What follows belongs to an exercise in optimizing a design on an open flow for small area, a short achievable clock period and few clock cycles per item; a production flow would make more cautious choices. Function was checked by simulation only, so behaviour that the tests miss may differ from the original. No activity file was given, so power comes from the tool's default toggle rates.

## old
## base122_core
module base122_core (
    input  wire        clk,
    input  wire        rst,
    input  wire        enc_in_valid,
    input  wire [7:0]  enc_in_data,
    input  wire        enc_in_last,
    output wire        enc_in_ready,
    output wire        enc_out_valid,
    output wire [7:0]  enc_out_data,
    output wire        enc_out_last,
    input  wire        enc_out_ready,
    input  wire        dec_in_valid,
    input  wire [7:0]  dec_in_data,
    input  wire        dec_in_last,
    output wire        dec_in_ready,
    output wire        dec_out_valid,
    output wire [7:0]  dec_out_data,
    output wire        dec_out_end,
    output wire [2:0]  dec_out_cause,
    output wire [15:0] dec_out_epc,
    input  wire        dec_out_ready
);
Size: ~830 cells after synthesis, about 100 flip-flops, ~65 I/O pins.
==> flow/config.mk <==
export PLATFORM = sky130hd
export DESIGN_NAME = base122_core
export DESIGN_NICKNAME = base122_core
export VERILOG_FILES = /design/flow/design.v
export SDC_FILE = /design/flow/constraint.sdc
export NUM_CORES = 4
export LEC_CHECK = 0
export ABC_AREA = 1
export CAP_MARGIN = 20
export CORE_MARGIN = 2
export CORE_UTILIZATION = 40
export CTS_BUF_LIST = sky130_fd_sc_hd__clkbuf_8
export CTS_CLUSTER_SIZE = 20
export SETUP_SLACK_MARGIN = 1.9
export SLEW_MARGIN = 20
==> flow/constraint.sdc <==
create_clock -name core_clock -period 4.0 [get_ports {clk}]
set_input_delay 0.8000 -clock core_clock [delete_from_list [all_inputs] [get_ports {clk}]]
set_output_delay 0.8000 -clock core_clock [all_outputs]
set_load 0.01 [all_outputs]
standard.sh (not shown) runs the stock make flow with config.mk's settings and CLKGATE_MAP_FILE= SYNTH_SCRIPT=/design/flow/synth_recipe.tcl, a recipe that flattens the netlist after the stock synthesis.
==> flow/flow/run.sh <==
#!/bin/bash
# The standard layout (standard.sh, unchanged synthesis and steps), with one
# change: the buffer that global placement puts on every input and output
# port is sky130_fd_sc_hd__buf_1 instead of the tool's own pick (a delay cell).
set -euo pipefail
export BUFFER_PORTS_ARGS="-buffer_cell sky130_fd_sc_hd__buf_1"
bash standard.sh synth > synth.log 2>&1
bash standard.sh finish > layout.log 2>&1
Testbench counts of old, summed over its fixed seeds: cycles 21,481, items 37,672.
The following lists how new was set up differently from old:
- changing CORE_UTILIZATION from 40 to 60
- changing SETUP_SLACK_MARGIN from 1.9 to 2.1
--- outcome ---
new: clock power share lower than old
Sequential cell fraction of total power: new vs old down 1.3 points
The fraction of layout instances using a drive strength above 1 in new sits 8.5 points above the value recorded for old.
Summary of the comparison: combinational share of power is higher in new, relative to old.
new vs. old: post-synthesis to final-layout area growth went up by 6.0 points.
Cmp new vs old: global routing usage on met2 higher in new
As far as gate count of the mapped netlist goes, old and new are indistinguishable; the numbers are identical.


Setup of alpha:
The RTL this note starts from:
==> flow/design.v <==
module base122_cls (
    input  wire [6:0] chunk,
    output reg        danger,
    output reg  [2:0] idx
);
    always @(*) begin
        danger = 1'b1;
        idx    = 3'd0;
        case (chunk)
            7'h00: idx = 3'd0;
            7'h0A: idx = 3'd1;
            7'h0D: idx = 3'd2;
            7'h22: idx = 3'd3;
            7'h26: idx = 3'd4;
            7'h5C: idx = 3'd5;
            default: danger = 1'b0;
        endcase
    end
endmodule
module base122_enc (
    input  wire       clk,
    input  wire       rst,
    input  wire       in_valid,
    input  wire [7:0] in_data,
    input  wire       in_last,
    output wire       in_ready,
    output reg        out_valid,
    output reg  [7:0] out_data,
    output reg        out_last,
    input  wire       out_ready
);
    reg  [22:0] bits;        
    reg  [4:0]  nb;          
    reg         eom;         
    reg         e2;          
    wire        go    = !out_valid || out_ready;
    wire [6:0]  chunk = bits[22:16];
    wire        p6    = bits[15];
    wire        danger;
    wire [2:0]  idx;
    base122_cls u_cls (.chunk(chunk), .danger(danger), .idx(idx));
    wire        ge8 = nb[4] | nb[3];
    wire        ge7 = ge8 | (nb[2:0] == 3'd7);
    wire        ge6 = ge7 | (nb[2:0] == 3'd6);
    wire        nz  = nb != 5'd0;
    assign in_ready    = !eom && !nb[4];
    wire        accept = in_valid && in_ready;
    wire        esc = !e2 && danger;
    wire        have_e = ge8 || (eom && nz);             
    wire        have_n = e2 ? (ge6 || eom) : (ge7 || (eom && nz));
    wire        last_n = eom && (e2 ? !ge7 : !ge8);
    wire [7:0]  byte_e = ge8 ? {3'b110, idx, 1'b1, p6} : {7'b1101111, chunk[6]};
    wire [7:0]  byte_n = e2 ? {2'b10, bits[22:17]} : {1'b0, chunk};
    wire        emit_e = go && have_e;
    wire        emit_n = go && have_n;
    wire        emit   = esc ? emit_e : emit_n;
    wire [22:0] bits_i = bits | ({in_data & {8{accept}}, 15'd0} >> nb[3:0]);
    wire [22:0] bits_e = emit_e ? (ge8 ? {bits_i[14:0], 8'd0} : {bits_i[21:0], 1'd0}) : bits_i;
    wire [22:0] bits_n = emit_n ? (e2 ? {bits_i[16:0], 6'd0} : {bits_i[15:0], 7'd0}) : bits_i;
    wire [4:0]  nb_i = accept ? nb + 5'd8 : nb;
    wire [4:0]  c1 = accept ? nb + 5'd7 : nb - 5'd1;
    wire [4:0]  c6 = accept ? nb + 5'd2 : (ge6 ? nb - 5'd6 : 5'd0);
    wire [4:0]  c7 = accept ? nb + 5'd1 : (ge7 ? nb - 5'd7 : 5'd0);
    wire [4:0]  c8 = accept ? nb        : nb - 5'd8;
    wire [4:0]  nb_e = emit_e ? (ge8 ? c8 : c1) : nb_i;
    wire [4:0]  nb_n = emit_n ? (e2 ? c6 : c7) : nb_i;
    always @(posedge clk) begin
        if (rst) begin
            bits      <= 23'd0;
            nb        <= 5'd0;
            eom       <= 1'b0;
            e2        <= 1'b0;
            out_valid <= 1'b0;
        end else begin
            bits <= esc ? bits_e : bits_n;
            nb   <= esc ? nb_e : nb_n;
            if (emit)
                e2 <= esc;
            if (go) begin
                out_valid <= emit;
                out_data  <= esc ? byte_e : byte_n;
                out_last  <= !esc && last_n;
            end
            if (accept)
                eom <= in_last;
            else if (!esc && emit_n && last_n)
                eom <= 1'b0;
        end
    end
endmodule
module base122_dec (
    input  wire        clk,
    input  wire        rst,
    input  wire        in_valid,
    input  wire [7:0]  in_data,
    input  wire        in_last,
    output wire        in_ready,
    output reg         out_valid,
    output reg  [7:0]  out_data,
    output reg         out_end,
    output reg  [2:0]  out_cause,
    output wire [15:0] out_epc,
    input  wire        out_ready
);
    localparam C_NONE     = 3'd0;
    localparam C_LEAD     = 3'd1;
    localparam C_TRUNC    = 3'd2;
    localparam C_CONT     = 3'd3;
    localparam C_OVERLONG = 3'd4;
    localparam C_FIXED    = 3'd5;
    localparam C_INDEX6   = 3'd6;
    localparam C_SHORTPAY = 3'd7;
    wire [7:0]  d  = in_data;
    wire        dl = in_last;
    wire        dv = in_valid;
    reg  [6:0]  acc;         
    reg  [2:0]  an;          
    reg         e2;          
    reg  [4:0]  b1s;         
    reg         pv;          
    reg  [6:0]  pd;
    reg  [15:0] pc;          
    reg  [2:0]  cause;
    reg         bad;         
    reg         drain;       
    reg         endp;        
    reg         eh;          
    assign out_epc = pc;
    wire go    = !out_valid || out_ready;
    wire fresh = endp && !pv;
    wire issue = go && fresh;
    wire eng_ready = go && !eh && !(endp && (pv || bad));
    wire accept    = dv && eng_ready;
    assign in_ready = eng_ready;
    wire [2:0]  k        = b1s[4:2];
    wire        k7       = k == 3'd7;
    wire [6:0]  p        = {b1s[0], d[5:0]};
    wire        p_danger = b1s[0] ? (d[5:0] == 6'h1C) :
                           (d[5:0] == 6'h00 || d[5:0] == 6'h0A || d[5:0] == 6'h0D ||
                            d[5:0] == 6'h22 || d[5:0] == 6'h26);
    reg  [6:0]  dval;
    always @(*) begin
        case (k)
            3'd0:    dval = 7'h00;
            3'd1:    dval = 7'h0A;
            3'd2:    dval = 7'h0D;
            3'd3:    dval = 7'h22;
            3'd4:    dval = 7'h26;
            default: dval = 7'h5C;
        endcase
    end
    reg  [2:0] b1_cause;
    always @(*) begin
        b1_cause = C_NONE;
        if (b1s[4:1] == 4'd0)    b1_cause = C_OVERLONG;
        else if (!b1s[1])        b1_cause = C_FIXED;
        else if (k == 3'd6)      b1_cause = C_INDEX6;
    end
    wire       cont_bad = d[7:6] != 2'b10;
    wire       b1_bad   = b1_cause != C_NONE;
    wire       sp_bad   = k7 && !p_danger;
    wire       b2_good  = !cont_bad && !b1_bad && !sp_bad;
    wire [2:0] b2_cause = cont_bad ? C_CONT : b1_bad ? b1_cause : sp_bad ? C_SHORTPAY : C_NONE;
    wire       d_b1   = d[7:5] == 3'b110;
    wire       d_unit = e2 ? b2_good : !d[7];            
    wire       d_err  = e2 ? !b2_good : (d[7] && (!d_b1 || dl));
    wire [2:0] err    = e2 ? b2_cause : (d_b1 ? C_TRUNC : C_LEAD);
    wire       act  = accept && !drain;                  
    wire       unit = act && d_unit;
    wire        push  = go && (pv || unit);
    wire [6:0]  new1  = !e2 ? d[6:0] : (k7 ? p : dval);
    wire [6:0]  pushv = pv ? pd : new1;
    wire        npend = pv ? unit : (unit && e2 && !k7);    
    wire [6:0]  npd   = pv ? new1 : p;
    wire [2:0]  an_e   = fresh ? 3'd0 : an;
    wire [13:0] window = {acc, 7'd0} | ({pushv, 7'd0} >> an_e);
    wire        emit   = push && an_e != 3'd0;
    wire [15:0] pc_inc = pc + (e2 ? 16'd2 : 16'd1);
    always @(posedge clk) begin
        if (rst) begin
            an        <= 3'd0;
            e2        <= 1'b0;
            pv        <= 1'b0;
            pc        <= 16'd0;
            cause     <= C_NONE;
            bad       <= 1'b0;
            drain     <= 1'b0;
            endp      <= 1'b0;
            eh        <= 1'b0;
            out_valid <= 1'b0;
        end else begin
            if (go) begin
                out_valid <= emit || fresh;
                out_data  <= window[13:6];
                out_end   <= fresh;
                out_cause <= cause;
                eh        <= fresh && bad;
            end
            if (push) begin
                if (an_e == 3'd0) begin
                    acc <= pushv;
                    an  <= 3'd7;
                end else begin
                    acc <= {window[5:0], 1'b0};
                    an  <= an_e - 3'd1;
                end
            end else if (issue)
                an  <= 3'd0;
            if (go) begin
                pv <= npend;
                pd <= npd;
            end
            if (out_valid && out_ready && eh)
                pc <= 16'd0;
            else if (unit)
                pc <= dl ? 16'd0 : pc_inc;
            if (act)
                e2 <= !e2 && d_b1 && !dl;
            if (!e2)
                b1s <= d[4:0];
            if (issue) begin
                cause <= C_NONE;
                bad   <= 1'b0;
                endp  <= 1'b0;
            end
            if (act && d_err) begin
                cause <= err;
                bad   <= 1'b1;
                if (!dl)
                    drain <= 1'b1;
            end
            if (accept && dl) begin
                drain <= 1'b0;
                endp  <= 1'b1;
            end
        end
    end
endmodule
module base122_core (
    input  wire        clk,
    input  wire        rst,
    input  wire        enc_in_valid,
    input  wire [7:0]  enc_in_data,
    input  wire        enc_in_last,
    output wire        enc_in_ready,
    output wire        enc_out_valid,
    output wire [7:0]  enc_out_data,
    output wire        enc_out_last,
    input  wire        enc_out_ready,
    input  wire        dec_in_valid,
    input  wire [7:0]  dec_in_data,
    input  wire        dec_in_last,
    output wire        dec_in_ready,
    output wire        dec_out_valid,
    output wire [7:0]  dec_out_data,
    output wire        dec_out_end,
    output wire [2:0]  dec_out_cause,
    output wire [15:0] dec_out_epc,
    input  wire        dec_out_ready
);
    base122_enc u_enc (
        .clk(clk), .rst(rst),
        .in_valid(enc_in_valid), .in_data(enc_in_data), .in_last(enc_in_last),
        .in_ready(enc_in_ready),
        .out_valid(enc_out_valid), .out_data(enc_out_data), .out_last(enc_out_last),
        .out_ready(enc_out_ready)
    );
    base122_dec u_dec (
        .clk(clk), .rst(rst),
        .in_valid(dec_in_valid), .in_data(dec_in_data), .in_last(dec_in_last),
        .in_ready(dec_in_ready),
        .out_valid(dec_out_valid), .out_data(dec_out_data), .out_end(dec_out_end),
        .out_cause(dec_out_cause), .out_epc(dec_out_epc),
        .out_ready(dec_out_ready)
    );
endmodule
export LEC_CHECK = 0
export ABC_AREA = 1
export CAP_MARGIN = 20
export CORE_MARGIN = 2
export CORE_UTILIZATION = 40
export CTS_BUF_LIST = sky130_fd_sc_hd__clkbuf_8
export CTS_CLUSTER_SIZE = 20
export SETUP_SLACK_MARGIN = 2.0
export SLEW_MARGIN = 20
create_clock -name core_clock -period 4.0 [get_ports {clk}]
Scripts as last shown in full above: flow/flow/run.sh
Testbench counts of alpha, summed over its fixed seeds: cycles 21,481, items 37,672.
### alpha -> beta
Settings: changing SETUP_SLACK_MARGIN from 2.0 to 1.9.
==> comparison <==
Having completed the whole flow, beta delivered a layout that passed the timing, design-rule and antenna checks.
beta vs. alpha: number of hold buffers added after cts closely matched the old numbers; final area fell 5.3%; synthesized cell count held.
Count of clock tree sinks came out exactly the same in alpha and beta.
Count of plain and timing-repair buffers: beta lower than alpha
Compared with alpha, beta shows a lower power.
Between alpha and beta, part of the power in the clock network increased.
Inputs modified between beta and gamma:
Settings: a change of SETUP_SLACK_MARGIN from 1.9 to 1.8.
Findings:
- gamma closes out successfully: all stages finished, all timing, DRC and antenna checks passed.
- gamma vs beta — aggregate routed wire length dropped slightly
- Global-route usage of gamma is on par with beta.
- In gamma, path length in cells of the critical path is lower than in beta.
- For gamma, the capturing element of the worst setup path was enc_in_ready, unlike beta, where it was u_enc.bits[17].
- Routed length on met3 (gamma vs. beta) increases slightly
- Between gamma and beta, the hold slack does not differ in any meaningful way.
- Taking beta as the reference, in gamma end-of-flow core utilization went down by 0.87 points, via count of the first global-routing pass went up by 20, wire length the detailed router placed on met1 now sits higher.

## static timing again, ports no longer ideal
The flow's constraints put no driver on any port. The routed layouts listed below were extracted and timed again, unchanged, in two steps.
Step 1 assumes that a clkbuf_16 drives the clock port and a buf_2 every other input.
Step 2 adds t to the input delays and takes it off the output delays; t is the mean of the earliest and latest rising clock arrival at the registers after step 1. Input paths then give back, and output paths get back, about the clock's delay inside the block.
Three values: ideal, step 1, step 2; two values: the first two.
| run | shift t [ns] | setup slack, ns | worst register clock-pin slew, ns |
|---|---|---|---|
| old | 0.404 | 1.924 / 1.902 / 1.643 | 0.10 / 0.10 |
| new | 0.408 | 2.008 / 1.968 / 1.658 | 0.11 / 0.11 |
| alpha | 0.417 | 1.962 / 1.925 / 1.596 | 0.11 / 0.11 |
| beta | 0.411 | 1.931 / 1.898 / 1.540 | 0.11 / 0.11 |
| gamma | 0.429 | 1.849 / 1.809 / 1.517 | 0.12 / 0.12 |
After both steps setup and hold are still met in every run listed. The setup slack of beta, which loses most, moves by -0.033 ns with the drivers and by -0.391 ns with both steps.
